This design comes from an exercise in tuning for small area, a short achievable clock period and few clock cycles per item on the open sky130 flow, not from production work. In this exercise RTL edits were held to simulation tests only and were not proved equivalent to the original. No activity file was given, so power comes from the tool's default toggle rates.

== alpha ==
==> flow/design.v (excerpt) <==
module dwibus_codec (
    input  wire         clk,
    input  wire         rst,         
    input  wire         start,       
    input  wire         op,          
    input  wire [7:0]   self_addr,   
    input  wire [479:0] frame_in,
    output wire         ready,
    output reg          done,        
    output wire [7:0]   status,
    output wire [7:0]   crc,
    output wire [479:0] frame_out
);
Size in the first run: ~1400 cells after synthesis, roughly 990 I/O pins, about 0.022 sq mm of cells after synthesis.
==> flow/config.mk <==
export PLATFORM = sky130hd
export DESIGN_NAME = dwibus_codec
export DESIGN_NICKNAME = dwibus_codec
export VERILOG_FILES = /design/flow/design.v
export SDC_FILE = /design/flow/constraint.sdc
export NUM_CORES = 4
export LEC_CHECK = 0
export CAP_MARGIN = 20
export CORE_AREA = 10 10 290 290
export DIE_AREA = 0 0 300 300
export GPL_TIMING_DRIVEN = 1
export PLACE_DENSITY = 0.75
export SETUP_SLACK_MARGIN = 2.3
export SLEW_MARGIN = 20
export SYNTH_HIERARCHICAL = 1
export SYNTH_MINIMUM_KEEP_SIZE = 0
==> flow/constraint.sdc <==
create_clock -name core_clock -period 5.0 [get_ports {clk}]
set_input_delay 1.0000 -clock core_clock [delete_from_list [all_inputs] [get_ports {clk}]]
set_output_delay 1.0000 -clock core_clock [all_outputs]
set_load 0.01 [all_outputs]
standard.sh (not shown) runs the stock make flow with config.mk's settings and CLKGATE_MAP_FILE= SYNTH_SCRIPT=/design/flow/synth_recipe.tcl, a recipe that flattens the netlist after the stock synthesis.
==> flow/flow/run.sh <==
#!/bin/bash
# Own layout flow: the standard flow, with each port buffered by the
# smallest buffer (buf_1) instead of the one buffer_ports picks by default.
set -euo pipefail
bash standard.sh "BUFFER_PORTS_ARGS=-buffer_cell sky130_fd_sc_hd__buf_1" finish > standard_flow.log 2>&1
Testbench counts of alpha, summed over its fixed seeds: cycles 3,840, frames 1,920.
What beta does differently from alpha at the input level:
Settings: a change of PLACE_DENSITY from 0.75 to 0.6; a deleted GPL_TIMING_DRIVEN that had been 1; an added CTS_CLUSTER_SIZE of 30; an added CTS_CLUSTER_DIAMETER of 60.
## What came out
- beta: PASS, flow complete, no timing, DRC or antenna violations
- Max final design instance area without fill across alpha and beta: alpha
- Between alpha and beta, the worst path buffer plus inverter count is higher for beta.
- alpha and beta ended up with roughly the same combinational power.
- beta vs. alpha: part of the total power dissipated in the clock network went down by 0.8 points.
- For alpha, the kind of critical path was flip-flop to flip-flop, unlike beta, where it was flip-flop to output pin.
- In beta the total power consumption of the routed design turned out 110 uW lower than in alpha.
- beta against alpha: met2 wire length went down; global-route track usage on met2 moved down; final cycle utilization of the critical path lost 0.81 points; power of the clock network decreased by about 5% relative to the old numbers; minimum setup slack in the final design rose by 0.040 ns.
- The run showing the greater share of final layout cell area taken by clock buffers and inverters is alpha.

## job 9180
dwibus_codec again, from the RTL that the note above started with.
clock: 5.0 ns
lec_check: 0
cap_margin: 20
core_area: 10 10 290 290
cts_buf_list: sky130_fd_sc_hd__clkbuf_4 sky130_fd_sc_hd__clkbuf_8
die_area: 0 0 300 300
place_density: 0.6
setup_slack_margin: 2.3
slew_margin: 20
synth_hierarchical: 1
synth_minimum_keep_size: 0
Scripts as last shown in full above: flow/flow/run.sh
Both conditions hold for job 9180: the flow ran to the end and the final layout passed the timing, design-rule and antenna checks.
Testbench counts of job 9180, summed over its fixed seeds: cycles 3,840, frames 1,920.
Relative to job 9180, the following input files were edited for job 1744:
- changing SETUP_SLACK_MARGIN from 2.3 to 2.4
--- outcome ---
- Looking at largest net degree at the start of global routing, job 1744 sits above job 9180.
- | final cell count | higher: job 1744 |
- Between job 9180 and job 1744, sequential fraction of total cell area decreased.
- Changes observed in job 1744 relative to job 9180: wire length held; slew at the pin closest to its max-slew limit went up.
- | combined global-route utilization of all metal layers | job 9180 vs job 1744 | ≈ equal |
- Between job 1744 and job 9180, the difference in total placed instance area is negligible.
- A path category of the worst min-delay check of primary input to register is what job 1744 shows, while register to register belongs to job 9180.
- Job 1744 vs job 9180 — total power consumption of the routed design climbed by a few percent
- Combinational share of power | job 1744 above job 9180
- Setup slack in job 1744 is smaller than in job 9180.
Changes in job 5354 relative to job 1744:
- SETUP_SLACK_MARGIN changed from 2.4 to 2.3
- CTS_BUF_LIST removed (was sky130_fd_sc_hd__clkbuf_4 sky130_fd_sc_hd__clkbuf_8)
Findings:
- [compare] base=job 1744 new=job 5354: relative contribution of the clock network to total power up 1.9 points; buffer count from post-CTS setup fixing saw a decrease; total via count after detailed routing shows a reduction of 285; design area shows a reduction of 2.6%.

Another version of the RTL of dwibus_codec (not shown whole).
For scale: about 1300 cells after synthesis, ~480 flip-flops, about 990 I/O pins, about 21000 um2 of cells after synthesis.
clock: 5.0 ns
lec_check: 0
cap_margin: 20
core_area: 10 10 290 290
cts_buf_list: sky130_fd_sc_hd__clkbuf_4
die_area: 0 0 300 300
place_density: 0.6
setup_slack_margin: 2.1
slew_margin: 20
synth_hierarchical: 1
synth_minimum_keep_size: 0
Scripts as last shown in full above: flow/flow/run.sh
The baseline finished with timing, DRC and antenna clean.
Testbench counts at the start, summed over its fixed seeds: cycles 3,840, frames 1,920.
Edit:
CTS_BUF_LIST = sky130_fd_sc_hd__clkbuf_4 sky130_fd_sc_hd__clkbuf_8   (was sky130_fd_sc_hd__clkbuf_4)
PLACE_DENSITY = 0.7   (was 0.6)
Area after synthesis does not change; final area goes up by 0.31%; total power came out higher by 1.9%; first-iteration DRC count is higher by 48%; global-route usage climbs by 0.25 points.
Edit:
PLACE_DENSITY = 0.6   (was 0.7)
SETUP_SLACK_MARGIN = 2.3   (was 2.1)
=> Hold slack degrades by 0.0053 ns; non-clock buffer count rises by 72; sequential share of layout area decreases by 3.1 points; setup slack gains 0.059 ns; final cell count goes up by a few percent.
Edit:
CTS_BUF_LIST = default   (was sky130_fd_sc_hd__clkbuf_4 sky130_fd_sc_hd__clkbuf_8)
CTS_CLUSTER_DIAMETER = 60   (was default)
CTS_CLUSTER_SIZE = 30   (was default)
SETUP_SLACK_MARGIN = 2.1   (was 2.3)
After rerunning: The changed run went through all stages and came out clean; clock power goes down by about 2%; cell count goes down by about 4%; total power goes down by 6.2%; via count goes down by about 5%; routed wire length goes down by 3.0%; sequential share of layout area goes up by 3.4 points; worst setup slack loses 0.089 ns; clock skew hardly moves; die area is unchanged; synthesized cell count stays the same; worst hold slack gains 0.012 ns.
Edit:
CTS_BUF_LIST = sky130_fd_sc_hd__clkbuf_4 sky130_fd_sc_hd__clkbuf_8   (was default)
CTS_CLUSTER_DIAMETER = default   (was 60)
CTS_CLUSTER_SIZE = default   (was 30)
SETUP_SLACK_MARGIN = 2.2   (was 2.1)
Clock skew climbs by 0.012 ns.
Clock-buffer cell count went up by 56.
Via count rose by a few percent.
Worst setup slack improves by 0.082 ns.
Total power came out higher by a few percent.
Die area does not change.
Critical path depth decreases by 3.
Routed wire length is higher by a few percent.
Cell count goes up by a few percent.
Core utilization went up by 1.2 points.
Global-route usage rose by 0.77 points.
Edit:
CAP_MARGIN = 5   (was 20)
SETUP_SLACK_MARGIN = 2.1   (was 2.2)
SLEW_MARGIN = 5   (was 20)
What happened:
- The new run went through all stages and came out clean
- worst setup slack loses 0.060 ns
- area after synthesis does not change
- sequential power is about the same
- wire length drops by 2.9%
- global-route usage drops by 0.52 points
- via count went down by 2.1%
- count of clock-buffer cells in the layout rises by 3
- combinational power is lower by 7.7%
- register-to-register slack loses 0.06 ns
- core utilization fell by 1.1 points
- maximum frequency falls by 2.2%

## separate check: timing with driven ports
The flow's constraints put no driver on any port. The routed layouts listed below were extracted and timed again, unchanged, in two steps. Step 1 assumes that a clkbuf_16 drives the clock port and a buf_2 every other input. Step 2 moves the port delays by t, midway between the first and last clock arrival at a register: inputs arrive t later, outputs are due t later. That takes back most of the time a late clock gives input paths. Three values: ideal, step 1, step 2; two values: the first two.
| run | t, ns | setup slack, ns | clock arrival spread, ns | cell pins on the clock port's net |
|---|---|---|---|---|
| alpha | 0.665 | 2.310 / 2.293 / 1.816 | 0.028 / 0.027 | 1 |
| beta | 0.651 | 2.351 / 2.286 / 1.822 | 0.041 / 0.041 | 1 |
| job 9180 | 0.733 | 2.333 / 2.266 / 1.720 | 0.051 / 0.052 | 1 |
| job 1744 | 0.751 | 2.324 / 2.258 / 1.799 | 0.052 / 0.052 | 1 |
| job 5354 | 0.659 | 2.343 / 2.321 / 1.835 | 0.036 / 0.036 | 1 |
| the first run of note 3 | 0.973 | 2.058 / 2.000 / 1.595 | 0.104 / 0.104 | 1 |
| the second run of note 3 | 0.709 | 2.237 / 2.199 / 1.629 | 0.045 / 0.046 | 1 |
| the third run of note 3 | 0.726 | 2.296 / 2.240 / 1.695 | 0.043 / 0.043 | 1 |
| the fourth run of note 3 | 0.651 | 2.207 / 2.207 / 1.625 | 0.042 / 0.041 | 1 |
| the fifth run of note 3 | 0.726 | 2.289 / 2.231 / 1.766 | 0.053 / 0.053 | 1 |
| the sixth run of note 3 | 0.730 | 2.228 / 2.211 / 1.610 | 0.084 / 0.084 | 1 |
After both steps setup and hold are still met in every run listed. For the sixth run of note 3, which loses most, drivers alone change the setup slack by -0.017 ns; drivers and shift together by -0.618 ns.
